Source: an optimization exercise on an open RTL-to-GDS flow (aim: small area, a short achievable clock period and few clock cycles). Production flows keep margins and buffers that such runs may drop. At most, simulation tests tie the RTL to the original design; equivalence was not proved. Only the layout flow was run in runs 1 to 3; the RTL was not checked for function there. Power is estimated from default activity; no workload was simulated.

==> design.v <==
module ww_asc_rom (
    input  wire [10:0] a,
    output wire        l5,
    output wire        l6,
    output wire        l7,
    output wire        l10,
    output wire        l11,
    output wire        term,
    output reg  [7:0]  base
);
    assign l5 = (!a[10] && !a[9] && !a[8] && !a[7]) ||
                  (!a[10] && !a[9] && !a[8] && a[7] && !a[6]);
    assign l6 = (!a[10] && !a[9] && !a[8] && a[7] && a[6]) ||
                  (!a[10] && !a[9] && a[8]) ||
                  (!a[10] && a[9]) ||
                  (a[10] && !a[9]) ||
                  (a[10] && a[9] && !a[8] && !a[7]) ||
                  (a[10] && a[9] && !a[8] && a[7] && !a[6]) ||
                  (a[10] && a[9] && !a[8] && a[7] && a[6] && !a[5]);
    assign l7 = (a[10] && a[9] && !a[8] && a[7] && a[6] && a[5]) ||
                  (a[10] && a[9] && a[8] && !a[7]);
    assign l10 = (a[10] && a[9] && a[8] && a[7] && !a[6]) ||
                  (a[10] && a[9] && a[8] && a[7] && a[6] && !a[5]) ||
                  (a[10] && a[9] && a[8] && a[7] && a[6] && a[5] && !a[4]) ||
                  (a[10] && a[9] && a[8] && a[7] && a[6] && a[5] && a[4] && !a[3]) ||
                  (a[10] && a[9] && a[8] && a[7] && a[6] && a[5] && a[4] && a[3] && !a[2] && !a[1]);
    assign l11 = (a[10] && a[9] && a[8] && a[7] && a[6] && a[5] && a[4] && a[3] && !a[2] && a[1]) ||
                  (a[10] && a[9] && a[8] && a[7] && a[6] && a[5] && a[4] && a[3] && a[2]);
    assign term = (a[10] && a[9] && a[8] && a[7] && a[6] && a[5] && a[4] && a[3] && !a[2] && !a[1]);
    wire k_lt42 = (!a[6]) ||
               (a[6] && !a[5] && !a[4]) ||
               (a[6] && !a[5] && a[4] && !a[3] && !a[2]);
    wire k_lt49 = (!a[6]) ||
               (a[6] && !a[5]) ||
               (a[6] && a[5] && !a[4] && !a[3] && !a[2] && !a[1]);
    wire k_lt55 = (!a[6]) ||
               (a[6] && !a[5]) ||
               (a[6] && a[5] && !a[4] && !a[3]) ||
               (a[6] && a[5] && !a[4] && a[3] && !a[2]) ||
               (a[6] && a[5] && !a[4] && a[3] && a[2] && !a[1]);
    always @(*) begin
        base = 8'd0;
        if (l5)  base = 8'd120;
        if (l6)  base = a[10] ? 8'd65 : 8'd59;        
        if (l7)  base = 8'd194;                       
        if (l10) base = k_lt42 ? 8'd70 : k_lt49 ? 8'd80 : k_lt55 ? 8'd106 : 8'd132;
        if (l11) base = 8'd6;                         
    end
endmodule
module ww_fbc_rom (
    input  wire [10:0] a,
    output wire        l6,
    output wire        l7,
    output wire        l8,
    output wire        l9,
    output wire        l10,
    output wire        l11,
    output wire        term,
    output reg  [7:0]  base
);
    assign l6 = (!a[10] && !a[9]) ||
                  (!a[10] && a[9] && !a[8]) ||
                  (!a[10] && a[9] && a[8] && !a[7] && !a[6]);
    assign l7 = (!a[10] && a[9] && a[8] && !a[7] && a[6]) ||
                  (!a[10] && a[9] && a[8] && a[7]) ||
                  (a[10] && !a[9] && !a[8] && !a[7]) ||
                  (a[10] && !a[9] && !a[8] && a[7] && !a[6]) ||
                  (a[10] && !a[9] && !a[8] && a[7] && a[6] && !a[5]);
    assign l8 = (a[10] && !a[9] && !a[8] && a[7] && a[6] && a[5]) ||
                  (a[10] && !a[9] && a[8]) ||
                  (a[10] && a[9] && !a[8] && !a[7] && !a[6]) ||
                  (a[10] && a[9] && !a[8] && !a[7] && a[6] && !a[5] && !a[4] && !a[3]);
    assign l9 = (a[10] && a[9] && !a[8] && !a[7] && a[6] && !a[5] && !a[4] && a[3]) ||
                  (a[10] && a[9] && !a[8] && !a[7] && a[6] && !a[5] && a[4]) ||
                  (a[10] && a[9] && !a[8] && !a[7] && a[6] && a[5]) ||
                  (a[10] && a[9] && !a[8] && a[7]) ||
                  (a[10] && a[9] && a[8] && !a[7]) ||
                  (a[10] && a[9] && a[8] && a[7] && !a[6] && !a[5]) ||
                  (a[10] && a[9] && a[8] && a[7] && !a[6] && a[5] && !a[4]) ||
                  (a[10] && a[9] && a[8] && a[7] && !a[6] && a[5] && a[4] && !a[3]) ||
                  (a[10] && a[9] && a[8] && a[7] && !a[6] && a[5] && a[4] && a[3] && !a[2]);
    assign l10 = (a[10] && a[9] && a[8] && a[7] && !a[6] && a[5] && a[4] && a[3] && a[2] && !a[1]);
    assign l11 = (a[10] && a[9] && a[8] && a[7] && !a[6] && a[5] && a[4] && a[3] && a[2] && a[1]) ||
                  (a[10] && a[9] && a[8] && a[7] && a[6]);
    assign term = l10;
    wire c8_lt166 = (!a[10]) ||
               (a[10] && !a[9] && !a[8]) ||
               (a[10] && !a[9] && a[8] && !a[7] && !a[6] && !a[5]) ||
               (a[10] && !a[9] && a[8] && !a[7] && !a[6] && a[5] && !a[4]);
    wire k_lt238 = (!a[7]) ||
               (a[7] && !a[6]) ||
               (a[7] && a[6] && !a[5]) ||
               (a[7] && a[6] && a[5] && !a[4] && !a[3]) ||
               (a[7] && a[6] && a[5] && !a[4] && a[3] && !a[2]) ||
               (a[7] && a[6] && a[5] && !a[4] && a[3] && a[2] && !a[1]);
    wire k_lt245 = (!a[7]) ||
               (a[7] && !a[6]) ||
               (a[7] && a[6] && !a[5]) ||
               (a[7] && a[6] && a[5] && !a[4]) ||
               (a[7] && a[6] && a[5] && a[4] && !a[3] && !a[2]) ||
               (a[7] && a[6] && a[5] && a[4] && !a[3] && a[2] && !a[1] && !a[0]);
    wire k_lt251 = (!a[7]) ||
               (a[7] && !a[6]) ||
               (a[7] && a[6] && !a[5]) ||
               (a[7] && a[6] && a[5] && !a[4]) ||
               (a[7] && a[6] && a[5] && a[4] && !a[3]) ||
               (a[7] && a[6] && a[5] && a[4] && a[3] && !a[2] && !a[1]) ||
               (a[7] && a[6] && a[5] && a[4] && a[3] && !a[2] && a[1] && !a[0]);
    always @(*) begin
        base = 8'd0;
        if (l6)  base = 8'd97;
        if (l7)  base = 8'd13;                        
        if (l8)  base = c8_lt166 ? 8'd148 : 8'd55;    
        if (l9)  base = 8'd238;                       
        if (l11) base = k_lt238 ? 8'd66 : k_lt245 ? 8'd76 : k_lt251 ? 8'd102 : 8'd128;
    end
endmodule
module ww_dec #(
    parameter N = 24                   
) (
    input  wire        clk,
    input  wire        rst,
    input  wire        in_valid,
    input  wire [7:0]  in_data,
    output wire        in_ready,
    output wire        out_valid,
    input  wire        out_ready,
    output wire [1:0]  out_kind,
    output wire        out_end,
    output wire [31:0] out_data
);
    localparam [2:0] S_TAG  = 3'd0,    
                     S_ASC  = 3'd1,    
                     S_UTF  = 3'd2,    
                     S_RAW  = 3'd3,    
                     S_PAY  = 3'd4,    
                     S_PAY2 = 3'd5;    
    reg  [N-1:0] buf_q;
    reg  [5:0]   nb;
    reg  [2:0]   state;
    reg  [1:0]   pw;               
    reg          ov;
    reg  [1:0]   okind;
    reg          oend;
    reg  [7:0]   obyte;
    reg  [31:0]  count;            
    reg          fresh;            
    assign out_valid = ov;
    assign out_kind  = okind;
    assign out_end   = oend;
    assign out_data  = oend ? count : {24'd0, obyte};
    assign in_ready = (nb <= N - 8);
    wire take = in_valid && in_ready;
    wire go   = !ov || out_ready;
    wire [16:0] ge;
    genvar g;
    generate for (g = 0; g < 17; g = g + 1) begin : g_ge
        assign ge[g] = (nb >= g);
    end endgenerate
    wire [15:0] w = buf_q[N-1 -: 16];
    wire a_l5, a_l6, a_l7, a_l10, a_l11, a_term;
    wire [7:0] a_base;
    ww_asc_rom u_asc (.a(w[15:5]), .base(a_base), .term(a_term), .l5(a_l5), .l6(a_l6),
                      .l7(a_l7), .l10(a_l10), .l11(a_l11));
    wire f_l6, f_l7, f_l8, f_l9, f_l10, f_l11, f_term;
    wire [7:0] f_base;
    ww_fbc_rom u_fbc (.a(w[15:5]), .base(f_base), .term(f_term), .l6(f_l6), .l7(f_l7),
                      .l8(f_l8), .l9(f_l9), .l10(f_l10), .l11(f_l11));
    wire asc_st = (state == S_ASC);
    wire utf_st = (state == S_UTF);
    wire [6:0] lsel;           
    assign lsel[0] = asc_st && a_l5;
    assign lsel[1] = (asc_st && a_l6) || (utf_st && f_l6);
    assign lsel[2] = (asc_st && a_l7) || (utf_st && f_l7);
    assign lsel[3] = (utf_st && f_l8) || (state == S_RAW);
    assign lsel[4] = utf_st && f_l9;
    assign lsel[5] = asc_st && a_l10;
    assign lsel[6] = (asc_st && a_l11) || (utf_st && f_l11);
    wire [7:0] kfield = ({8{lsel[0]}} & {3'd0, w[15:11]}) |
                        ({8{lsel[1]}} & {2'd0, w[15:10]}) |
                        ({8{lsel[2]}} & {1'd0, w[15:9]})  |
                        ({8{lsel[3]}} & w[15:8]) |
                        ({8{lsel[4]}} & w[14:7]) |
                        ({8{lsel[5]}} & w[13:6]) |
                        ({8{lsel[6]}} & w[12:5]);
    wire [7:0] sbase = asc_st ? a_base : utf_st ? f_base : 8'd0;
    wire [7:0] sym = sbase + kfield;
    function [5:0] tag_len(input [5:0] t);
        if (!t[5])      tag_len = 6'b000001;
        else if (!t[4]) tag_len = 6'b000010;
        else if (!t[3]) tag_len = 6'b000100;
        else if (!t[2]) tag_len = 6'b001000;
        else if (!t[1]) tag_len = 6'b010000;
        else            tag_len = 6'b100000;
    endfunction
    function [2:0] tag_st(input [5:0] t);
        tag_st = !t[5] ? S_ASC : !t[4] ? S_UTF : !t[3] ? S_RAW : S_PAY;
    endfunction
    function [1:0] tag_pw(input [5:0] t);
        tag_pw = !t[2] ? 2'd0 : !t[1] ? 2'd1 : !t[0] ? 2'd2 : 2'd3;
    endfunction
    wire [5:0] t_h = w[15:10];             
    wire [5:0] t_t = w[5:0];               
    wire [5:0] t_r = w[7:2];               
    wire       raw_end = (w[15:8] == 8'd0);
    reg  [16:0] sel;
    reg  [2:0]  st_full;       
    reg  [1:0]  pw_full;
    reg         beat;
    reg         bend;
    reg  [7:0]  bbyte;
    always @(*) begin
        sel     = 17'd0;
        st_full = state;
        pw_full = pw;
        beat    = 1'b0;
        bend    = 1'b0;
        bbyte   = 8'd0;
        case (state)
            S_TAG: begin
                sel[6:1] = tag_len(t_h);
                st_full  = tag_st(t_h);
                pw_full  = tag_pw(t_h);
            end
            S_ASC: begin
                beat  = 1'b1;
                bbyte = sym;
                bend  = a_term;
                if (a_term) begin
                    sel[16:11] = tag_len(t_t);
                    st_full    = tag_st(t_t);
                    pw_full    = tag_pw(t_t);
                end else begin
                    sel[5]  = a_l5 && !(fresh && ov && oend);
                    sel[6]  = a_l6;
                    sel[7]  = a_l7;
                    sel[10] = a_l10;
                    sel[11] = a_l11;
                end
            end
            S_UTF: begin
                beat  = 1'b1;
                bbyte = sym;
                bend  = f_term;
                if (f_term) begin
                    sel[16:11] = tag_len(t_t);
                    st_full    = tag_st(t_t);
                    pw_full    = tag_pw(t_t);
                end else begin
                    sel[6]  = f_l6;
                    sel[7]  = f_l7;
                    sel[8]  = f_l8;
                    sel[9]  = f_l9;
                    sel[11] = f_l11;
                end
            end
            S_RAW: begin
                beat  = 1'b1;
                bbyte = sym;
                bend  = raw_end;
                if (raw_end) begin
                    sel[14:9] = tag_len(t_r);
                    st_full   = tag_st(t_r);
                    pw_full   = tag_pw(t_r);
                end else begin
                    sel[8] = 1'b1;
                end
            end
            S_PAY: begin
                beat = (pw != 2'd3);
                bend = 1'b1;
                sel[4]  = (pw == 2'd0);
                sel[8]  = (pw == 2'd1);
                sel[16] = pw[1];
                st_full = (pw == 2'd3) ? S_PAY2 : S_TAG;
            end
            default: begin   
                beat    = 1'b1;
                bend    = 1'b1;
                sel[16] = 1'b1;
                st_full = S_TAG;
            end
        endcase
    end
    wire text_st = (state == S_ASC) || (state == S_UTF) || (state == S_RAW);
    wire full = go && |(sel & ge);
    wire fb   = go && !full && text_st && bend && ((state == S_RAW) ? ge[8] : ge[10]);
    wire step = full || fb;
    wire [3:0] sh_lo;
    wire [4:0] sh_hi;
    genvar h;
    generate
        for (g = 0; g < 4; g = g + 1) begin : g_lo
            wire [16:0] m;
            for (h = 0; h < 17; h = h + 1) begin : g_m
                assign m[h] = (h % 4 == g) ? sel[h] : 1'b0;
            end
            assign sh_lo[g] = |m;
        end
        for (g = 0; g < 5; g = g + 1) begin : g_hi
            wire [16:0] m;
            for (h = 0; h < 17; h = h + 1) begin : g_m
                assign m[h] = (h / 4 == g) ? sel[h] : 1'b0;
            end
            assign sh_hi[g] = |m;
        end
    endgenerate
    wire [4:0] amt = {sh_hi[4], sh_hi[3] | sh_hi[2], sh_hi[3] | sh_hi[1], sh_lo[3] | sh_lo[2], sh_lo[3] | sh_lo[1]};
    wire [31:0] ival = (state == S_PAY2) ? {count[31:16], w} :
                       (pw == 2'd0) ? {28'd0, w[15:12]} :
                       (pw == 2'd1) ? {24'd0, w[15:8]} : {16'd0, w};
    wire [31:0] cbase = fresh ? 32'd0 : count;
    wire [7:0] rot = {in_data, in_data} >> nb[2:0];    
    reg  [N-1:0] buf_in;
    integer i, k;
    always @(*) begin
        for (i = 0; i < N; i = i + 1) begin
            k = N - 1 - i;         
            if (take && (((k >> 3) == nb[5:3] && (k & 7) >= nb[2:0]) ||
                         ((k >> 3) == nb[5:3] + 3'd1 && (k & 7) < nb[2:0])))
                buf_in[i] = rot[7 - (k & 7)];
            else
                buf_in[i] = buf_q[i];
        end
    end
    wire [N-1:0] buf_s1 = ({N{sh_lo[0]}} & buf_in) | ({N{sh_lo[1]}} & (buf_in << 1)) |
                          ({N{sh_lo[2]}} & (buf_in << 2)) | ({N{sh_lo[3]}} & (buf_in << 3));
    wire [N-1:0] buf_sh = ({N{sh_hi[0]}} & buf_s1) | ({N{sh_hi[1]}} & (buf_s1 << 4)) |
                          ({N{sh_hi[2]}} & (buf_s1 << 8)) | ({N{sh_hi[3]}} & (buf_s1 << 12)) |
                          ({N{sh_hi[4]}} & (buf_s1 << 16));
    wire [N-1:0] buf_fb = (state == S_RAW) ? (buf_in << 8) : (buf_in << 10);
    wire [5:0]   nb8    = nb + (take ? 6'd8 : 6'd0);
    wire [4:0]   amt_fb = (state == S_RAW) ? 5'd8 : 5'd10;
    always @(posedge clk) begin
        buf_q <= full ? buf_sh : fb ? buf_fb : buf_in;
        if (rst) begin
            nb    <= 6'd0;
            state <= S_TAG;
            ov    <= 1'b0;
            fresh <= 1'b1;
        end else begin
            nb <= full ? nb8 - {1'b0, amt} : fb ? nb8 - {1'b0, amt_fb} : nb8;
            if (go)
                ov <= step && beat;
            if (step) begin
                state <= full ? st_full : S_TAG;
                pw    <= pw_full;
                if (beat) begin
                    okind <= (state == S_ASC) ? 2'd0 :
                             (state == S_UTF) ? 2'd1 :
                             (state == S_RAW) ? 2'd2 : 2'd3;
                    oend  <= bend;
                    obyte <= bbyte;
                    fresh <= bend;
                    count <= text_st ? cbase + {31'd0, !bend} : ival;
                end else if (state == S_PAY)
                    count[31:16] <= w;
            end
        end
    end
endmodule
==> run.sh <==
#!/bin/bash
# synth_recipe.tcl (not shown) runs the flow's synth.tcl, then flattens the netlist and writes it again
# the make line also repeats each setting of config.mk as NAME=value (left out here)
make -C /OpenROAD-flow-scripts/flow DESIGN_CONFIG=/design/flow/config.mk WORK_HOME=/design/flow/orfs CLKGATE_MAP_FILE= SYNTH_SCRIPT=/design/flow/synth_recipe.tcl finish
==> config.mk <==
export PLATFORM = sky130hd
export DESIGN_NAME = ww_dec
export DESIGN_NICKNAME = ww_dec
export VERILOG_FILES = /design/flow/design.v
export SDC_FILE = /design/flow/constraint.sdc
export NUM_CORES = 4
export LEC_CHECK = 0
export CAP_MARGIN = 20
export CORE_MARGIN = 2
export CORE_UTILIZATION = 40
export SETUP_SLACK_MARGIN = 2.0
export SLEW_MARGIN = 20
export SYNTH_MEMORY_MAX_BITS = 16384
==> constraint.sdc <==
create_clock -name core_clock -period 6.0 [get_ports {clk}]
set_input_delay 1.2000 -clock core_clock [delete_from_list [all_inputs] [get_ports {clk}]]
set_output_delay 1.2000 -clock core_clock [all_outputs]
set_load 0.01 [all_outputs]
==> results of run 1 <==
cell families (layout without fill, tap and decap cells):
group / after synthesis / in the layout / share of synthesized area [%]
DFF: 80 / 80 / 23.3
xor gates and xnor gates: 42 / 42 / 4.18
and+or+nand+nor: 411 / 411 / 24.4
muxes: 65 / 65 / 8.52
AOI/OAI and AO/OA: 374 / 375 / 30.3
adders and majority gates: 20 / 20 / 3.02
buffers and inverters: 120 / 123 / 6.32
registers in the layout (all words and copies together) (netlist names):
register,cells
pw,2
oend,1
obyte,8
state,3
okind,2
ov,1
nb,6
fresh,1
buf_q,24
count,32
layout make-up:
cell class / count / area [µm²]
Fill cell: 2102 / 11700
Clock buffer: 11 / 254
Sequential cell: 80 / 2090
Multi-Input combinational cell: 913 / 6380
Tap cell: 280 / 350
Clock inverter: 5 / 85.1
Inverter: 33 / 130
Timing Repair Buffer: 74 / 703
worst max-delay path, delay by kind of cell:
family / cells / cell delay, ns
compound gates: 3 / 1.29
simple gates: 3 / 0.40
mux: 2 / 0.71
buf+inv: 1 / 0.47
per-stage QoR:
stage | util, % | hold slack [ns] | setup WS, ns
4_1_cts | 45.2 | 0.609 | 1.98
5_1_grt | 46.1 | 0.667 | 1.98
3_3_place_gp | 43.3 | 0.607 | 1.35
3_5_place_dp | 43.3 | 0.590 | 1.36
6_report | 46.1 | 0.599 | 2.11
2_1_floorplan | - | 0.531 | 2.11
path summary, 6_finish.rpt:
path                     start                   to  slack, ns
min           buf_q[0]$_DFF_P_     buf_q[0]$_DFF_P_       0.60
min reg2reg   buf_q[0]$_DFF_P_     buf_q[0]$_DFF_P_       0.60
max reg2reg  buf_q[20]$_DFF_P_  count[26]$_DFFE_PP_       2.14
max                 in_data[2]    buf_q[11]$_DFF_P_       2.11
where the power goes:
group	total, mW	switching (mW)	internal, mW
Combinational	4.58	2.89	1.69
Sequential	1.34	0.465	0.873
Clock	0.649	0.255	0.394
Yosys cell counts, drive strengths merged, types with 33 or more instances:
| cell | n |
|---|---|
| edfxtp | 45 |
| dfxtp | 35 |
| nand2 | 122 |
| clkbuf | 48 |
| nand3 | 37 |
| nor2 | 79 |
| mux2i | 34 |
| o22ai | 33 |
| and2 | 33 |
| a21oi | 69 |
| buf | 39 |
| a22oi | 37 |
| o21ai | 77 |
timing repair:
action	in CTS	in global routing
gates resized for setup	29	48
pin swaps	0	4
buffers inserted	0	2
gates cloned	0	1
endpoints found under the setup margin	97	82
per-layer routing:
metal	routed length [µm]	vias up
li1	-	4239
met1	13500	4428
met2	14800	710
met3	3740	123
met4	1170	0
met5	0	-
==> impl_metrics.ini, run 1 <==
[place]
dpl-instance-area_um2 = 9390
io_buffer_count = 48
routabilityCongestion = 0.981
dp_hpwl_um = 23000
placedCellCount = 1377

[outcome]
outcome = complete, no violations

[timing]
finalSetupTns_ns = 0
timing.fmax_mhz = 257
min_period_over_period_pct = 64.8
slew_viol_final = 0
hold_viol_final = 0
tightest_slew_ns = 1.06
setup_violations = 0
skew_ns = 0.0101
max_slew_margin_pct = 29.3
finalCriticalPeriod_ns = 3.89
rsz0062_at_grt = true

[routing]
wirelength_um = 33200
drtIter0Drc = 1548
firstDrtPassIters = 7
drt-wirelength-per-cell_um = 23.8
vias = 9500
drcViolationCount = 0
vias_per_cell = 6.81
ant_nets = 0

[setup_path]
cp_max_fo = 9
crit_type = in2reg
start_kind = input pin
required_ns = 6.19
cpPeakStageDelay_ns = 0.50
end_kind = flop
crit_path_frequent_cell = nand2_1
reg2reg_depth = 14
critPathSlowestCell = mux4_2
path_cells = clkdlybuf4s50_1 > mux4_2 > nand2_1 > nand2_1 > o31a_1 > a222oi_1 > nand2_1 > a222oi_1 > mux2i_1
cp.arrival_ns = 4.08

[finish]
fin_cells = 1396
fin_area_um2 = 10000
n_antenna_cell = 0
area_growth_syn_to_layout_pct = 13.7
final_common_cell = nand2_1
nNetsFinal = 1143
layout-drive-gt1-share_pct = 14.2
final_cell_mix = nand2_1 (120), nor2_1 (76), o21ai_0 (68)

[clock_network]
root_buffer = clkbuf_16
numCtsBuffers = 9
clk_pin_slew_worst_paths_ns = 0.07
hold_buffers = 0
clk-insertion-delay-late_ns = 0.36
cts_tree = yes
cts.path.max_buffers = 2
cts.sinks = 80
htreeDepth = 3

[power_and_ir_drop]
power_density_nw_per_um2 = 656
power.total_mw = 6.56
ir_drop_uv = 292
leakagePower_nw = 3.58

[run]
maxCapViolCount = 0

[grt]
grt_max_degree = 38
use_met1_pct = 37.2
grtUsageMet2_pct = 43.1
grt_use_total_pct = 27.3
grt.overflow.total = 0
top_usage_layer = met2
grt_pass1_wl_um = 50900
antenna_found_initial = 0
gr-usage-met3_pct = 5.49
grt_pass1_vias = 8742

[yosys]
postSynthCellCount = 1112
synth_ff_type = edfxtp_1
ys_seq_area_share_pct = 23.3
synth_top_area_cell = edfxtp_1
synth_area_per_cell_um2 = 7.91
synth_cell_types = 101
yosys.area.top_type_share_pct = 15.4
async_flop_share_pct = 0
ys_top_cells_by_area = edfxtp_1 (15%), dfxtp_1 (8.0%), nand2_1 (5.2%)
synth_edf_count = 45
ys_seq_elements = 80
yosys_warnings = 3
syn-cell-area_um2 = 8800
syn_nets = 1144

[min_path]
min_path_cells = 2
hold_class = reg2reg

[floorplan]
initial_utilization_pct = 40.6
dieArea_um2 = 23200
core_area_um2 = 21700
ios = 49
rows = 54
fp.dieH_um = 152
die_w_um = 152
==> run 2, diff against run 1 <==
--- a/config.mk
+++ b/config.mk
@@ -5,9 +5,10 @@
 export SDC_FILE = /design/flow/constraint.sdc
 export NUM_CORES = 4
 export LEC_CHECK = 0
+export ABC_AREA = 1
 export CAP_MARGIN = 20
 export CORE_MARGIN = 2
 export CORE_UTILIZATION = 40
-export SETUP_SLACK_MARGIN = 2.0
+export SETUP_SLACK_MARGIN = 2.5
 export SLEW_MARGIN = 20
 export SYNTH_MEMORY_MAX_BITS = 16384
==> run 2 against run 1 <==
Still clean on timing, DRC and antenna. Global-route usage grew 2.8 points. Total power shrank 2.8%. Cell area grew 7.0%. Synthesized area grew 2.3%. Clock-buffer cell count shrank 2. Via count grew 14%. Clock power shrank 7.2%. Clock skew grew 0.0050 ns. Wire length grew 11%. Combinational power grew 1%. Largest power group unchanged.
==> impl_metrics.ini, run 2 <==
[finish]
top_register = count
final_cell_mix = nand2_1 (461), inv_1 (168), nor2_1 (143)
utilization_pct = 48.7
fillers = 2385
largest_reg_flops = 32
layout-drive-gt1-share_pct = 15.2
seq_area_um2 = 2100
area_growth_syn_to_layout_pct = 18.9
n_antenna_cell = 0
multi_input_area_um2 = 6240
reg_top3 = count x32, buf_q x24, obyte x8
nNetsFinal = 1603
final_common_cell = nand2_1

[floorplan]
initial_utilization_pct = 41.0
fp.dieH_um = 154
die_w_um = 154
ios = 49
core_area_um2 = 22000
dieArea_um2 = 23700
rows = 54

[clock_network]
root_buffer = clkbuf_16
clk_pin_slew_worst_paths_ns = 0.07
cts.sinks = 80
cts.path.max_buffers = 2
hold_buffers = 0
numCtsBuffers = 9
cts_tree = yes
htreeDepth = 3
clk-insertion-delay-late_ns = 0.36

[routing]
wirelength_um = 36800
ant_nets = 0
drtIter0Drc = 1036
vias = 10789
drt-wirelength-per-cell_um = 19.8
vias_per_cell = 5.81
firstDrtPassIters = 6
drcViolationCount = 0

[yosys]
synth_top_area_cell = nand2_1
synthAdderAreaFrac_pct = 2.95
synth_compound_area_share_pct = 19.1
yosys_warnings = 3
synth_cell_types = 62
ys_seq_elements = 80
postSynthCellCount = 1517
synth_ff_type = edfxtp_1
synth.area.mux_share_pct = 0.125
synth_edf_count = 45
yosys.area.top_type_share_pct = 19.8
syn_nets = 1549
yosys-top-cells-count = nand2_1 (474), inv_1 (182), nor2_1 (157)
syn-cell-area_um2 = 8990
synth_xor_area_share_pct = 1.46
synth_area_per_cell_um2 = 5.93
synthSimpleGateAreaFrac_pct = 41.3
ys_seq_area_share_pct = 22.8
synth_top_family_by_area = simple AND/OR/NAND/NOR gates
synth.most_common_cell = nand2_1
ys_top_cells_by_area = nand2_1 (20%), edfxtp_1 (15%), dfxtp_1 (7.8%)
async_flop_share_pct = 0

[grt]
antenna_found_initial = 0
grt_use_total_pct = 30.1
grt.overflow.total = 0
grt_pass1_vias = 9808
grt_pass1_wl_um = 56100
grt_max_degree = 42

[setup_path]
reg2reg_depth = 24
r2r_slack_ns = 2.57
required_ns = 6.11
critical_path.reg2reg.startpoint = buf_q[18]$_DFF_P_
cp.arrival_ns = 3.54
crit_type = reg2reg
cp_max_fo = 12
end_kind = flop
worstReg2RegEnd = obyte[7]$_SDFFCE_PP0P_
start_kind = flop

[min_path]
min_path_cells = 2
min_from = state[1]$_SDFFE_PP0P_
min_to = state[1]$_SDFFE_PP0P_
hold_class = reg2reg

[timing]
min_period_over_period_pct = 57.1
rsz0062_at_grt = true
skew_ns = 0.0152
max_slew_margin_pct = 19.9
slew_viol_final = 0
tightest_slew_ns = 1.19
hold_viol_final = 0
finalSetupTns_ns = 0
timing.fmax_mhz = 292
setup_violations = 0
fin_ws_ns = 2.57
finalCriticalPeriod_ns = 3.43

[outcome]
outcome = complete, no violations

[power_and_ir_drop]
leakagePower_nw = 4.61
pwr-share-seq_pct = 17.8
power_frac_clock_pct = 9.4
ir_drop_uv = 401
switching_share_pct = 58.7
power.total_mw = 6.38
comb_power_share_pct = 72.8
p_sw_mw = 3.75
intPower_mw = 2.63
power_density_nw_per_um2 = 596

[place]
routabilityCongestion = 1.01
dp_hpwl_um = 26900
place_ws_ns = 1.61
io_buffer_count = 48

[run]
maxCapViolCount = 0
-- run 2: cell count changes in the layout (fill, tap and decap cells not counted), sizes merged, moves of 34 or more --
| cell | delta |
|---|---|
| nand2 | +372 |
| a22oi | -34 |
| nor2 | +98 |
| nand3 | +64 |
| mux2i | -34 |
| inv | +159 |
| o21ai | +37 |
-- run 2: per-layer routing --
layer | part of all wire, % | routed length, µm | GRT usage [%] | vias to the layer above
met3 | 7.7 | 2850 | 3.86 | 149
li1 | - | - | - | 5146
met2 | 46 | 16900 | 49.2 | 581
met1 | 40 | 14800 | 37.9 | 4913
met5 | 0 | 0 | 0 | -
met4 | 6.2 | 2290 | 18.2 | 0
-- run 2: critical path, stage by stage, from the launching register on --
cell      delay (ns)
dfxtp_4         0.43
inv_6           0.11
nor2_2          0.19
nand2_1         0.08
o21ai_1         0.18
nand2_2         0.17
nand2_8         0.15
inv_1           0.07
o22ai_1         0.20
a221oi_2        0.06
and2_4          0.17
inv_1           0.05
ha_1            0.22
nand2_1         0.06
nor2_1          0.04
a211oi_2        0.28
nor2_1          0.07
nor2_1          0.09
o21bai_1        0.10
nand2_1         0.07
nand2_1         0.06
a21oi_2         0.14
nand3_1         0.09
nand2_1         0.07
nor2_1          0.04
-- run 2: how the worst max path moves through the flow --
stage                                from                      to  slack [ns]  cells past startpoint
floorplan           state[2]$_SDFFE_PP0P_  obyte[7]$_SDFFCE_PP0P_        2.74                     22
global placement    state[0]$_SDFFE_PP0P_  obyte[6]$_SDFFCE_PP0P_        1.64                     13
detailed placement  state[1]$_SDFFE_PP0P_  obyte[6]$_SDFFCE_PP0P_        1.61                     13
CTS                 state[0]$_SDFFE_PP0P_     count[31]$_DFFE_PP_        2.51                     20
global route        state[0]$_SDFFE_PP0P_        nb[5]$_SDFF_PP0_        2.44                     22
finish                  buf_q[18]$_DFF_P_  obyte[7]$_SDFFCE_PP0P_        2.57                     24
-- run 2: final cells by class --
class | count | area share (%)
Tap cell | 280 | 3.28
Inverter | 200 | 7.52
Clock inverter | 7 | 0.784
Sequential cell | 80 | 19.7
Timing Repair Buffer | 99 | 8.24
Clock buffer | 9 | 2.11
Multi-Input combinational cell | 1179 | 58.3
Timing Repair inverter | 2 | 0.0936
-- run 2: cells by family after synthesis --
logic type               Yosys count
flip-flops                        80
AND/OR/NAND/NOR                  852
multiplexers                       1
adder cells (fa/ha/maj)           20
XOR/XNOR                          15
AO/OA/AOI/OAI                    290
buffers and inverters            259
-- run 2: per-stage QoR --
stage / hold slack (ns) / area [µm²] / cells
2_1_floorplan: 0.514 / 9000 / 1517
3_3_place_gp: 0.551 / 9530 / 1792
3_5_place_dp: 0.559 / 9530 / 1792
4_1_cts: 0.539 / 10100 / 1822
5_1_grt: 0.571 / 10700 / 1856
6_report: 0.540 / 10700 / 1856
-- run 2: power by group through the flow --
stage | clock network [mW] | logic [mW] | registers (mW)
2_1_floorplan | 0 | 3.05 | 0.953
3_3_place_gp | 0 | 4.13 | 1.09
3_5_place_dp | 0 | 4.10 | 1.10
4_1_cts | 0.605 | 4.24 | 1.12
5_1_grt | 0.623 | 5.06 | 1.15
6_report | 0.602 | 4.64 | 1.13
-- run 2: what timing repair did --
item	in CTS	in global routing
pin swaps	6	21
resized for setup	57	101
cloned	3	0
buffers inserted	11	34
setup endpoints to repair	100	91
==> run 3, diff against run 2 <==
--- a/config.mk
+++ b/config.mk
@@ -9,6 +9,6 @@
 export CAP_MARGIN = 20
 export CORE_MARGIN = 2
 export CORE_UTILIZATION = 40
-export SETUP_SLACK_MARGIN = 2.5
+export SETUP_SLACK_MARGIN = 2.8
 export SLEW_MARGIN = 20
 export SYNTH_MEMORY_MAX_BITS = 16384
==> run 3 against run 2 <==
Total power is 9.7% higher. Sequential cell count unchanged. Core utilization up 5.0 points. Setup slack better by 0.10 ns. Synthesized area stayed put. Hold slack better by 0.0067 ns. Sequential share of layout area shrank 1.8 points. Clock power shrank 5.6%. First-iteration DRC count increased by 18%. Combinational power rose by 14%. Largest cell class unchanged. Die area is the same. Final cell count is 3.7% higher. Critical path type unchanged. Highest routed layer unchanged.
==> impl_metrics.ini, run 3 <==
[outcome]
outcome = complete, no violations

[routing]
firstDrtPassIters = 7
ant_nets = 0
vias_per_cell = 5.94
vias = 11440
wirelength_um = 38900
drt-wirelength-per-cell_um = 20.2
drcViolationCount = 0
drtIter0Drc = 1222

[clock_network]
numCtsBuffers = 9
clk-insertion-delay-late_ns = 0.37
cts.sinks = 80
root_buffer = clkbuf_16
cts.path.max_buffers = 2
clk_pin_slew_worst_paths_ns = 0.07
htreeDepth = 3
cts_tree = yes

[grt]
grt_pass1_wl_um = 57100
top_usage_layer = met2
grt_use_total_pct = 30.7
grt_pass1_vias = 10089
antenna_found_initial = 0
grtUsageMet2_pct = 52.4
grt.overflow.total = 0
grt_max_degree = 42
use_met1_pct = 37.4
gr-usage-met3_pct = 4.79

[setup_path]
start_kind = flop
end_kind = flop
cp.arrival_ns = 3.44
r2r_slack_ns = 2.67
crit_type = reg2reg
critPathSlowestCell = dfxtp_4
cpPeakStageDelay_ns = 0.40
required_ns = 6.12
critical_path.reg2reg.startpoint = buf_q[22]$_DFF_P_
reg2reg_depth = 23
cp_top_family = simple AND/OR/NAND/NOR gates
path_cells = inv_2 > nand2_1 > o21ai_1 > nand3_2 > nand2_4 > inv_1 > o22ai_1 > a221oi_2 > and2_4 > inv_1 > ha_1 > nand2_1 > nor2_1 > a211oi_2 > nor2_1 > nor2_1 > o21bai_1 > nand2_1 > nand2_1 > a21oi_2 > nand3_1 > nand2_1 > nor2_1
worstReg2RegEnd = obyte[7]$_SDFFCE_PP0P_
cp_num_buf_inv = 3
crit_path_frequent_cell = nand2_1
cp_max_fo = 7

[power_and_ir_drop]
ir_drop_uv = 414
power_density_nw_per_um2 = 594
leakagePower_nw = 5.04

[finish]
largest_reg_flops = 32
final_common_cell = nand2_1
top_register = count
fillers = 2194
reg_top3 = count x32, buf_q x24, obyte x8
final_cell_mix = nand2_1 (440), inv_1 (161), nor2_1 (131)
area_growth_syn_to_layout_pct = 31.0
n_antenna_cell = 0
nNetsFinal = 1672
layout-drive-gt1-share_pct = 23.6

[floorplan]
fp.dieH_um = 154
ios = 49
rows = 54
dieArea_um2 = 23700
initial_utilization_pct = 41.0
die_w_um = 154
core_area_um2 = 22000

[yosys]
synth_top_area_cell = nand2_1
synth_area_per_cell_um2 = 5.93
synth_ff_type = edfxtp_1
syn_nets = 1549
yosys-top-cells-count = nand2_1 (474), inv_1 (182), nor2_1 (157)
synth_top_family_by_area = simple AND/OR/NAND/NOR gates
synth_xor_area_share_pct = 1.46
yosys.area.top_type_share_pct = 19.8
synthAdderAreaFrac_pct = 2.95
async_flop_share_pct = 0
synth_compound_area_share_pct = 19.1
ys_seq_area_share_pct = 22.8
synth.area.mux_share_pct = 0.125
yosys_warnings = 3
ys_top_cells_by_area = nand2_1 (20%), edfxtp_1 (15%), dfxtp_1 (7.8%)
ys_seq_elements = 80
syn-cell-area_um2 = 8990
synthSimpleGateAreaFrac_pct = 41.3
synth_cell_types = 62
postSynthCellCount = 1517
synth_edf_count = 45
synth.most_common_cell = nand2_1

[timing]
timing.fmax_mhz = 301
holdWs_ns = 0.547
skew_ns = 0.0126
max_slew_margin_pct = 49.2
slew_viol_final = 0
rsz0062_at_grt = true
min_period_over_period_pct = 55.4
tightest_slew_ns = 0.755
hold_viol_final = 0
finalSetupTns_ns = 0
setup_violations = 0
finalCriticalPeriod_ns = 3.33

[place]
io_buffer_count = 48
routabilityCongestion = 1.05
dp_hpwl_um = 26600

[min_path]
min_path_cells = 2
hold_class = reg2reg
min_to = state[1]$_SDFFE_PP0P_
min_from = state[1]$_SDFFE_PP0P_

[run]
maxCapViolCount = 0
==> run 3: cell counts after synthesis <==
Identical to the previous run, type by type.
==> run 3: worst max path at each step <==
| stage | startpoint | end | slack, ns | cells after the start |
|---|---|---|---|---|
| after floorplan | buf_q[16]$_DFF_P_ | obyte[7]$_SDFFCE_PP0P_ | 2.85 | 24 |
| after global routing | buf_q[21]$_DFF_P_ | obyte[7]$_SDFFCE_PP0P_ | 2.46 | 21 |
| after detailed placement | buf_q[23]$_DFF_P_ | obyte[5]$_SDFFCE_PP0P_ | 1.89 | 15 |
| after global placement | buf_q[23]$_DFF_P_ | obyte[7]$_SDFFCE_PP0P_ | 1.89 | 15 |
| final | buf_q[22]$_DFF_P_ | obyte[7]$_SDFFCE_PP0P_ | 2.67 | 23 |
| after CTS | buf_q[22]$_DFF_P_ | obyte[7]$_SDFFCE_PP0P_ | 2.74 | 21 |
==> run 3: what timing repair did <==
| action | 4_1_cts | 5_1_grt |
|---|---|---|
| buffers inserted | 44 | 67 |
| setup endpoints to repair | 109 | 92 |
| hold buffers | 0 | 0 |
| pin swaps | 19 | 70 |
| resized for setup | 145 | 170 |
| cloned | 2 | 2 |
==> run 3: final cells by class <==
class	instances	area, µm²	area share (%)
flip-flops and latches	80	2110	17.9
clock inverters	5	38.8	0.329
multi-input cells	1180	6740	57.1
well taps	280	350	2.97
inverters	200	825	6.99
clock buffers	11	253	2.14
repair inverters	1	5.00	0.0425
repair buffers	168	1470	12.5
==> run 3: logic make-up (layout without fill, tap and decap cells) <==
group	after synthesis	after routing
DFF	80	80
and+or+nand+nor	852	854
buffers and inverters	259	385
muxes	1	1
adders and majority gates	20	20
AOI/OAI and AO/OA	290	290
xor gates and xnor gates	15	15
==> run 3: report_power, final <==
group | internal [mW] | leakage [nW] | switching, mW | total (mW)
logic | 1.78 | 4.19 | 3.51 | 5.29
clock network | 0.305 | 0.130 | 0.263 | 0.568
registers | 0.868 | 0.716 | 0.272 | 1.14
==> run 3: metrics by stage <==
stage	worst slack, ns	util [%]	instances	power [mW]	area [µm²]
global placement	1.89	43.5	1794	5.22	9550
CTS	2.74	48.5	1856	6.19	10600
global route	2.46	53.7	1925	7.43	11800
detailed placement	1.89	43.5	1794	5.22	9550
floorplan	2.85	-	1517	4.01	9010
finish	2.67	53.7	1925	7.00	11800
==> run 3: worst reg2reg max path, cell delays in order (launching register included) <==
cell and delay (ns):
dfxtp_4 0.40, inv_2 0.19, nand2_1 0.14, o21ai_1 0.31, nand3_2 0.13, nand2_4 0.12
inv_1 0.06, o22ai_1 0.17, a221oi_2 0.06, and2_4 0.18, inv_1 0.05, ha_1 0.21
nand2_1 0.06, nor2_1 0.04, a211oi_2 0.25, nor2_1 0.07, nor2_1 0.09, o21bai_1 0.10
nand2_1 0.07, nand2_1 0.06, a21oi_2 0.15, nand3_1 0.09, nand2_1 0.07, nor2_1 0.04
==> run 3: routing by layer <==
metal  share of wire [%]  wire (µm)  vias up
met5                   0          0        -
met4                 7.3       2850        0
met3                 9.0       3500      247
met2                  46      17900      721
met1                  38      14600     5179
li1                    -          -     5293
==> run 4, diff against run 3 <==
--- a/design.v
+++ b/design.v
@@ -310,6 +310,7 @@
                        (pw == 2'd0) ? {28'd0, w[15:12]} :
                        (pw == 2'd1) ? {24'd0, w[15:8]} : {16'd0, w};
     wire [31:0] cbase = fresh ? 32'd0 : count;
+    wire [31:0] cinc  = cbase + 32'd1;
     wire [7:0] rot = {in_data, in_data} >> nb[2:0];    
     reg  [N-1:0] buf_in;
     integer i, k;
@@ -352,7 +353,7 @@
                     oend  <= bend;
                     obyte <= bbyte;
                     fresh <= bend;
-                    count <= text_st ? cbase + {31'd0, !bend} : ival;
+                    count <= !text_st ? ival : bend ? cbase : cinc;
                 end else if (state == S_PAY)
                     count[31:16] <= w;
             end
--- a/config.mk
+++ b/config.mk
@@ -9,6 +9,6 @@
 export CAP_MARGIN = 20
 export CORE_MARGIN = 2
 export CORE_UTILIZATION = 40
-export SETUP_SLACK_MARGIN = 2.8
+export SETUP_SLACK_MARGIN = 2.2
 export SLEW_MARGIN = 20
 export SYNTH_MEMORY_MAX_BITS = 16384
==> run 4 against run 3 <==
Still clean on timing, DRC and antenna. Sequential power decreased by 6%. Register-to-register slack got worse by 0.33 ns. First-iteration DRC count fell by 11%. Cell area decreased by 11%. Die area rose by 4.6%. Clock power rose by 5.3%.
==> impl_metrics.ini, run 4 <==
[finish]
largest_reg_flops = 32
final_common_cell = nand2_1
fillers = 2546
seq_area_um2 = 2080
layout-drive-gt1-share_pct = 8.84
final_cell_mix = nand2_1 (496), nor2_1 (186), inv_1 (184)
multi_input_area_um2 = 6320
nNetsFinal = 1688
area_growth_syn_to_layout_pct = 11.9
reg_top3 = count x32, buf_q x24, obyte x8
top_register = count

[yosys]
syn-cell-area_um2 = 9420
synth_area_per_cell_um2 = 5.73
async_flop_share_pct = 0
synth_top_area_cell = nand2_1
synth_ff_type = edfxtp_1
ys_top_cells_by_area = nand2_1 (20%), edfxtp_1 (14%), nor2_1 (7.6%)
synth_cell_types = 55
synth.most_common_cell = nand2_1
postSynthCellCount = 1646
yosys_warnings = 3
synth_edf_count = 45
yosys-top-cells-count = nand2_1 (500), nor2_1 (190), inv_1 (188)
syn_nets = 1677
ys_seq_area_share_pct = 21.8
yosys.area.top_type_share_pct = 19.9
ys_seq_elements = 80

[timing]
timing.fmax_mhz = 274
hold_viol_final = 0
rsz0062_at_grt = true
setup_violations = 0
slew_viol_final = 0
finalCriticalPeriod_ns = 3.66
skew_ns = 0.0102
holdWs_ns = 0.527
tightest_slew_ns = 1.16
min_period_over_period_pct = 60.9
max_slew_margin_pct = 21.8
finalSetupTns_ns = 0

[min_path]
hold_class = reg2reg
min_path_cells = 2

[clock_network]
cts.sinks = 80
cts_tree = yes
numCtsBuffers = 9
clk-insertion-delay-late_ns = 0.36
root_buffer = clkbuf_16
clk_pin_slew_worst_paths_ns = 0.07
cts.path.max_buffers = 2
htreeDepth = 3
hold_buffers = 0

[setup_path]
crit_path_frequent_cell = a21oi_1
cpPeakStageDelay_ns = 0.47
cp.arrival_ns = 3.77
path_cells = clkinv_2 > nor2_4 > nand2_2 > a21oi_2 > nor2_1 > o21ai_0 > a31oi_1 > a21oi_1 > ha_1 > nand2_1 > nand2_1 > a21oi_1 > inv_1 > nand2_1 > inv_1 > nor2_1 > o21bai_1 > a21oi_1 > o21bai_1 > o21ai_0 > a21oi_1
required_ns = 6.11
critPathSlowestCell = dfxtp_4
crit_type = reg2reg
start_kind = flop
reg2reg_depth = 21
cp_max_fo = 14
end_kind = flop

[grt]
grt_pass1_wl_um = 59200
antenna_found_initial = 1
grt.overflow.total = 0
grt_pass1_vias = 10373
grt_use_total_pct = 31.6
grt_max_degree = 45

[routing]
wirelength_um = 39200
vias_per_cell = 5.70
drt-wirelength-per-cell_um = 19.8
wl_met1_um = 15800
route.met3.wl_um = 2920
drcViolationCount = 0
wl_met2_um = 18300
drtIter0Drc = 1084
vias = 11291
firstDrtPassIters = 7
ant_nets = 0
top_layer_used = met4

[place]
dp_hpwl_um = 30200
io_buffer_count = 48
routabilityCongestion = 1.06

[floorplan]
dieArea_um2 = 24800
initial_utilization_pct = 40.4
ios = 49
fp.dieH_um = 157
rows = 56
die_w_um = 157
core_area_um2 = 23300

[power_and_ir_drop]
leakagePower_nw = 4.71
intPower_mw = 2.33
p_sw_mw = 3.48
pwr-share-seq_pct = 18.4
comb_power_share_pct = 71.3
switching_share_pct = 59.9
power_density_nw_per_um2 = 551
ir_drop_uv = 215
power_frac_clock_pct = 10.3

[run]
maxCapViolCount = 0

[outcome]
outcome = complete, no violations
[run 4: cell types whose count changed after synthesis, moves of 9 or more]
cell and delta:
o21ai_0 +35, nand2_1 +26, nand3_1 +11, inv_2 +9, nand4_1 -9, o21ai_1 +28, nor2_1 +33, buf_2 +11
[run 4: path summary, 6_finish.rpt]
path	start	endpoint	slack, ns
worst max register to register	buf_q[23]$_DFF_P_	obyte[7]$_SDFFCE_PP0P_	2.34
worst min register to register	state[2]$_SDFFE_PP0P_	state[2]$_SDFFE_PP0P_	0.53
worst min-delay path	state[2]$_SDFFE_PP0P_	state[2]$_SDFFE_PP0P_	0.53
worst max-delay path	buf_q[23]$_DFF_P_	obyte[7]$_SDFFCE_PP0P_	2.34
[run 4: per-stage QoR]
stage	total power [mW]	cells	setup WS [ns]	area, µm²	utilization [%]
after floorplan	3.80	1646	2.54	9430	-
after global placement	5.05	1958	1.76	10100	43.1
after detailed placement	5.04	1958	1.80	10100	43.1
after CTS	5.66	1975	2.09	10400	44.6
after global routing	6.23	1981	2.00	10500	45.2
final	5.81	1982	2.34	10500	45.2
[run 4: routing by layer]
metal	vias up	track usage (%)
li1	5448	-
met1	5150	38.6
met2	559	53.4
met3	134	4.68
met4	0	17.2
met5	-	0
[run 4: cells by family (layout without fill, tap and decap cells)]
family,Yosys count,in the layout,share of synthesized area (%)
simple gates,915,915,42.0
xor+xnor,11,11,1.02
fa+ha+maj,19,19,2.68
buf+inv,280,296,12.1
mux,3,3,0.319
compound gates,338,338,20.1
other cells,0,1,0
flops,80,80,21.8
[run 4: final cells by class]
cell class / instances / area share (%)
multi-input combinational: 1286 / 59.9
sequential: 80 / 19.7
inverter: 214 / 7.82
timing repair buffer: 66 / 5.91
tap: 319 / 3.79
clock buffer: 9 / 2.14
clock inverter: 7 / 0.724
antenna: 1 / 0.0237
[run 4: repair_timing]
action	4_1_cts	5_1_grt
endpoints found under the setup margin	55	68
setup buffers	1	6
pin swaps	0	2
gates resized for setup	16	29
hold endpoints to repair	0	0
[run 4: critical path, delay by kind of cell (launching register included)]
| kind | cells | cell delay (ns) |
|---|---|---|
| buffers and inverters | 3 | 0.38 |
| adder cells (fa/ha/maj) | 1 | 0.30 |
| AO/OA/AOI/OAI | 10 | 1.51 |
| AND/OR/NAND/NOR | 7 | 0.74 |
| flip-flops | 1 | 0.47 |
[run 4: power by group through the flow]
stage	Sequential (mW)	Combinational [mW]	Clock, mW
2_1_floorplan	0.911	2.89	0
3_3_place_gp	1.04	4.01	0
3_5_place_dp	1.04	3.99	0
4_1_cts	1.04	4.02	0.595
5_1_grt	1.08	4.53	0.616
6_report	1.07	4.15	0.598
Testbench counts of run 4, summed over its fixed seeds: cycles 7,610.
==> run 5, diff against run 4 <==
--- a/config.mk
+++ b/config.mk
@@ -9,6 +9,6 @@
 export CAP_MARGIN = 20
 export CORE_MARGIN = 2
 export CORE_UTILIZATION = 40
-export SETUP_SLACK_MARGIN = 2.2
+export SETUP_SLACK_MARGIN = 2.5
 export SLEW_MARGIN = 20
 export SYNTH_MEMORY_MAX_BITS = 16384
==> run 5 against run 4 <==
Setup slack better by 0.25 ns. Core utilization increased by 1.8 points. Final cell count up 1.2%. Total power is 3.6% higher. Synthesized area stayed put. Fmax up 7.4%. Non-clock buffer count is 24 higher. Hold slack gained 0.0095 ns. Clock skew up 0.0015 ns. Cell area grew 3.9%. Sequential share of layout area fell by 0.59 points. Critical endpoint is now obyte[6]$_SDFFCE_PP0P_.
==> impl_metrics.ini, run 5 <==
[outcome]
outcome = complete, no violations

[finish]
top_register = count
fin_area_um2 = 11000
largest_reg_flops = 32
nNetsFinal = 1712
final_cell_mix = nand2_1 (494), nor2_1 (179), inv_1 (179)
multi_input_area_um2 = 6470
fillers = 2488
layout-drive-gt1-share_pct = 12.2
seq_area_um2 = 2090
reg_top3 = count x32, buf_q x24, obyte x8
area_growth_syn_to_layout_pct = 16.2
final_common_cell = nand2_1

[setup_path]
worstReg2RegEnd = obyte[6]$_SDFFCE_PP0P_
crit_type = reg2reg
required_ns = 6.11
start_kind = flop
r2r_slack_ns = 2.60
end_kind = flop
reg2reg_depth = 19
cp.arrival_ns = 3.52
cp_max_fo = 10
critical_path.reg2reg.startpoint = buf_q[22]$_DFF_P_

[min_path]
min_from = state[2]$_SDFFE_PP0P_
min_path_cells = 2
min_to = state[2]$_SDFFE_PP0P_
hold_class = reg2reg

[yosys]
synth.most_common_cell = nand2_1
ys_top_cells_by_area = nand2_1 (20%), edfxtp_1 (14%), nor2_1 (7.6%)
synth_top_family_by_area = simple AND/OR/NAND/NOR gates
synth_xor_area_share_pct = 1.02
syn-cell-area_um2 = 9420
synth_top_area_cell = nand2_1
postSynthCellCount = 1646
synth_compound_area_share_pct = 20.1
syn_nets = 1677
ys_seq_elements = 80
synth_area_per_cell_um2 = 5.73
synthAdderAreaFrac_pct = 2.68
synth_cell_types = 55
ys_seq_area_share_pct = 21.8
synthSimpleGateAreaFrac_pct = 42.0
synth_edf_count = 45
yosys-top-cells-count = nand2_1 (500), nor2_1 (190), inv_1 (188)
yosys.area.top_type_share_pct = 19.9
synth.area.mux_share_pct = 0.319
async_flop_share_pct = 0
synth_ff_type = edfxtp_1
yosys_warnings = 3

[run]
maxCapViolCount = 0

[place]
dpl-instance-area_um2 = 10100
routabilityCongestion = 1.06
io_buffer_count = 48
dp_hpwl_um = 30200

[floorplan]
fp.dieH_um = 157
core_area_um2 = 23300
rows = 56
dieArea_um2 = 24800
die_w_um = 157
initial_utilization_pct = 40.4
ios = 49

[clock_network]
cts_tree = yes
root_buffer = clkbuf_16
clk_pin_slew_worst_paths_ns = 0.08
clk-insertion-delay-late_ns = 0.37
cts.sinks = 80
htreeDepth = 3
cts.path.max_buffers = 2
numCtsBuffers = 9

[timing]
timing.fmax_mhz = 294
min_period_over_period_pct = 56.7
skew_ns = 0.0116
tightest_slew_ns = 0.732
rsz0062_at_grt = true
finalCriticalPeriod_ns = 3.40
finalSetupTns_ns = 0
slew_viol_final = 0
hold_viol_final = 0
setup_violations = 0
max_slew_margin_pct = 50.8

[power_and_ir_drop]
power_density_nw_per_um2 = 550
ir_drop_uv = 216
leakagePower_nw = 4.86

[grt]
grt_pass1_vias = 10422
grt_pass1_wl_um = 59400
antenna_found_initial = 1
grt_use_total_pct = 31.8
grt.overflow.total = 0
grt_max_degree = 45

[routing]
drt-wirelength-per-cell_um = 19.7
ant_nets = 0
wirelength_um = 39600
drcViolationCount = 0
vias_per_cell = 5.68
firstDrtPassIters = 7
vias = 11401
drtIter0Drc = 1005
## run 5: cell counts after synthesis
Identical to the previous run, type by type.
## run 5: metrics by stage
step                power, mW  std cells  hold slack [ns]  utilization [%]  setup slack, ns
floorplan                3.80       1646            0.509                -             2.54
global placement         5.05       1958            0.535             43.1             1.76
detailed placement       5.04       1958            0.553             43.1             1.80
CTS                      5.72       1983            0.527             45.3             2.39
global route             6.44       2005            0.549             46.9             2.33
finish                   6.02       2006            0.537             46.9             2.60
## run 5: where the power goes
group | internal (mW) | switching (mW) | total [mW]
logic | 1.29 | 3.06 | 4.35
clock network | 0.328 | 0.270 | 0.597
registers | 0.839 | 0.238 | 1.08
total | 2.46 | 3.56 | 6.02
## run 5: worst max-delay path, cell delays in order (launching register included)
cell and delay [ns]:
dfxtp_4 0.40, buf_4 0.15, nand3_2 0.12, nor2_2 0.07, o21ai_0 0.08, nand2_1 0.14, nor2_4 0.21, inv_1 0.11
nand2_4 0.13, o22ai_1 0.08, a221oi_1 0.24, o211ai_1 0.14, ha_2 0.22, fa_2 0.38, a31oi_4 0.21, nor2_1 0.05
o21ai_0 0.14, nand2_1 0.08, o21ai_0 0.14, a21oi_1 0.07
## run 5: metal layers
metal	part of all wire [%]	global-route usage [%]
met5	0	0
met4	5.9	17.2
met3	7.2	4.85
met2	47	53.7
met1	40	38.7
## run 5: worst max path at each step
stage,startpoint,end,slack (ns),cells past startpoint
after floorplan,out_ready,count[0]$_DFFE_PP_,2.54,11
after global placement,buf_q[19]$_DFF_P_,obyte[6]$_SDFFCE_PP0P_,1.76,17
after detailed placement,out_ready,obyte[5]$_SDFFCE_PP0P_,1.80,12
after CTS,out_ready,count[1]$_DFFE_PP_,2.39,12
after global routing,buf_q[22]$_DFF_P_,obyte[7]$_SDFFCE_PP0P_,2.33,22
final,buf_q[22]$_DFF_P_,obyte[6]$_SDFFCE_PP0P_,2.60,19
## run 5: cell families (layout without fill, tap and decap cells)
group | after synthesis | after routing
fa+ha+maj | 19 | 19
mux | 3 | 3
simple gates | 915 | 915
xor+xnor | 11 | 11
buf+inv | 280 | 320
other cells | 0 | 1
flops | 80 | 80
compound gates | 338 | 338
## run 5: cell type report
cell class / count / area share (%)
timing repair buffer: 90 / 7.62
multi-input combinational: 1286 / 59.1
clock buffer: 9 / 2.06
tap: 319 / 3.64
inverter: 214 / 7.78
sequential: 80 / 19.1
antenna: 1 / 0.0228
clock inverter: 7 / 0.697
## run 5: timing repair
action,CTS,global route
pin swaps,3,6
buffers inserted,9,22
hold buffers,0,0
resized for setup,48,74
endpoints found under the setup margin,86,73

## afterwards: timing with drivers on the ports
The flow's constraints put no driver on any port. The routed layouts listed below were extracted and timed again, unchanged, in two steps. Step 1 sets driving cells, clkbuf_16 on the clock port and buf_2 on the other inputs (assumed; they add their load-dependent delay and slew). Step 2 adds t to the input delays and takes it off the output delays; t is the mean of the earliest and latest rising clock arrival at the registers after step 1. Input paths then give back, and output paths get back, about the clock's delay inside the block. a / b / c = ideal / step 1 / step 2; a / b = the first two.
run | shift t [ns] | setup slack, ns | hold WS [ns] | latest minus earliest clock arrival (ns)
run 1 | 0.395 | 2.113 / 2.135 / 1.740 | 0.599 / 0.599 / 0.599 | 0.010 / 0.010
run 2 | 0.402 | 2.573 / 2.547 / 2.241 | 0.540 / 0.540 / 0.540 | 0.015 / 0.015
run 3 | 0.407 | 2.674 / 2.674 / 2.532 | 0.547 / 0.547 / 0.547 | 0.013 / 0.012
run 4 | 0.409 | 2.344 / 2.344 / 2.053 | 0.527 / 0.527 / 0.527 | 0.010 / 0.010
run 5 | 0.407 | 2.596 / 2.567 / 2.272 | 0.537 / 0.537 / 0.537 | 0.011 / 0.012
After both steps every run listed still meets setup and hold. The setup slack of run 1, which loses most, moves by +0.022 ns with the drivers and by -0.373 ns with both steps.
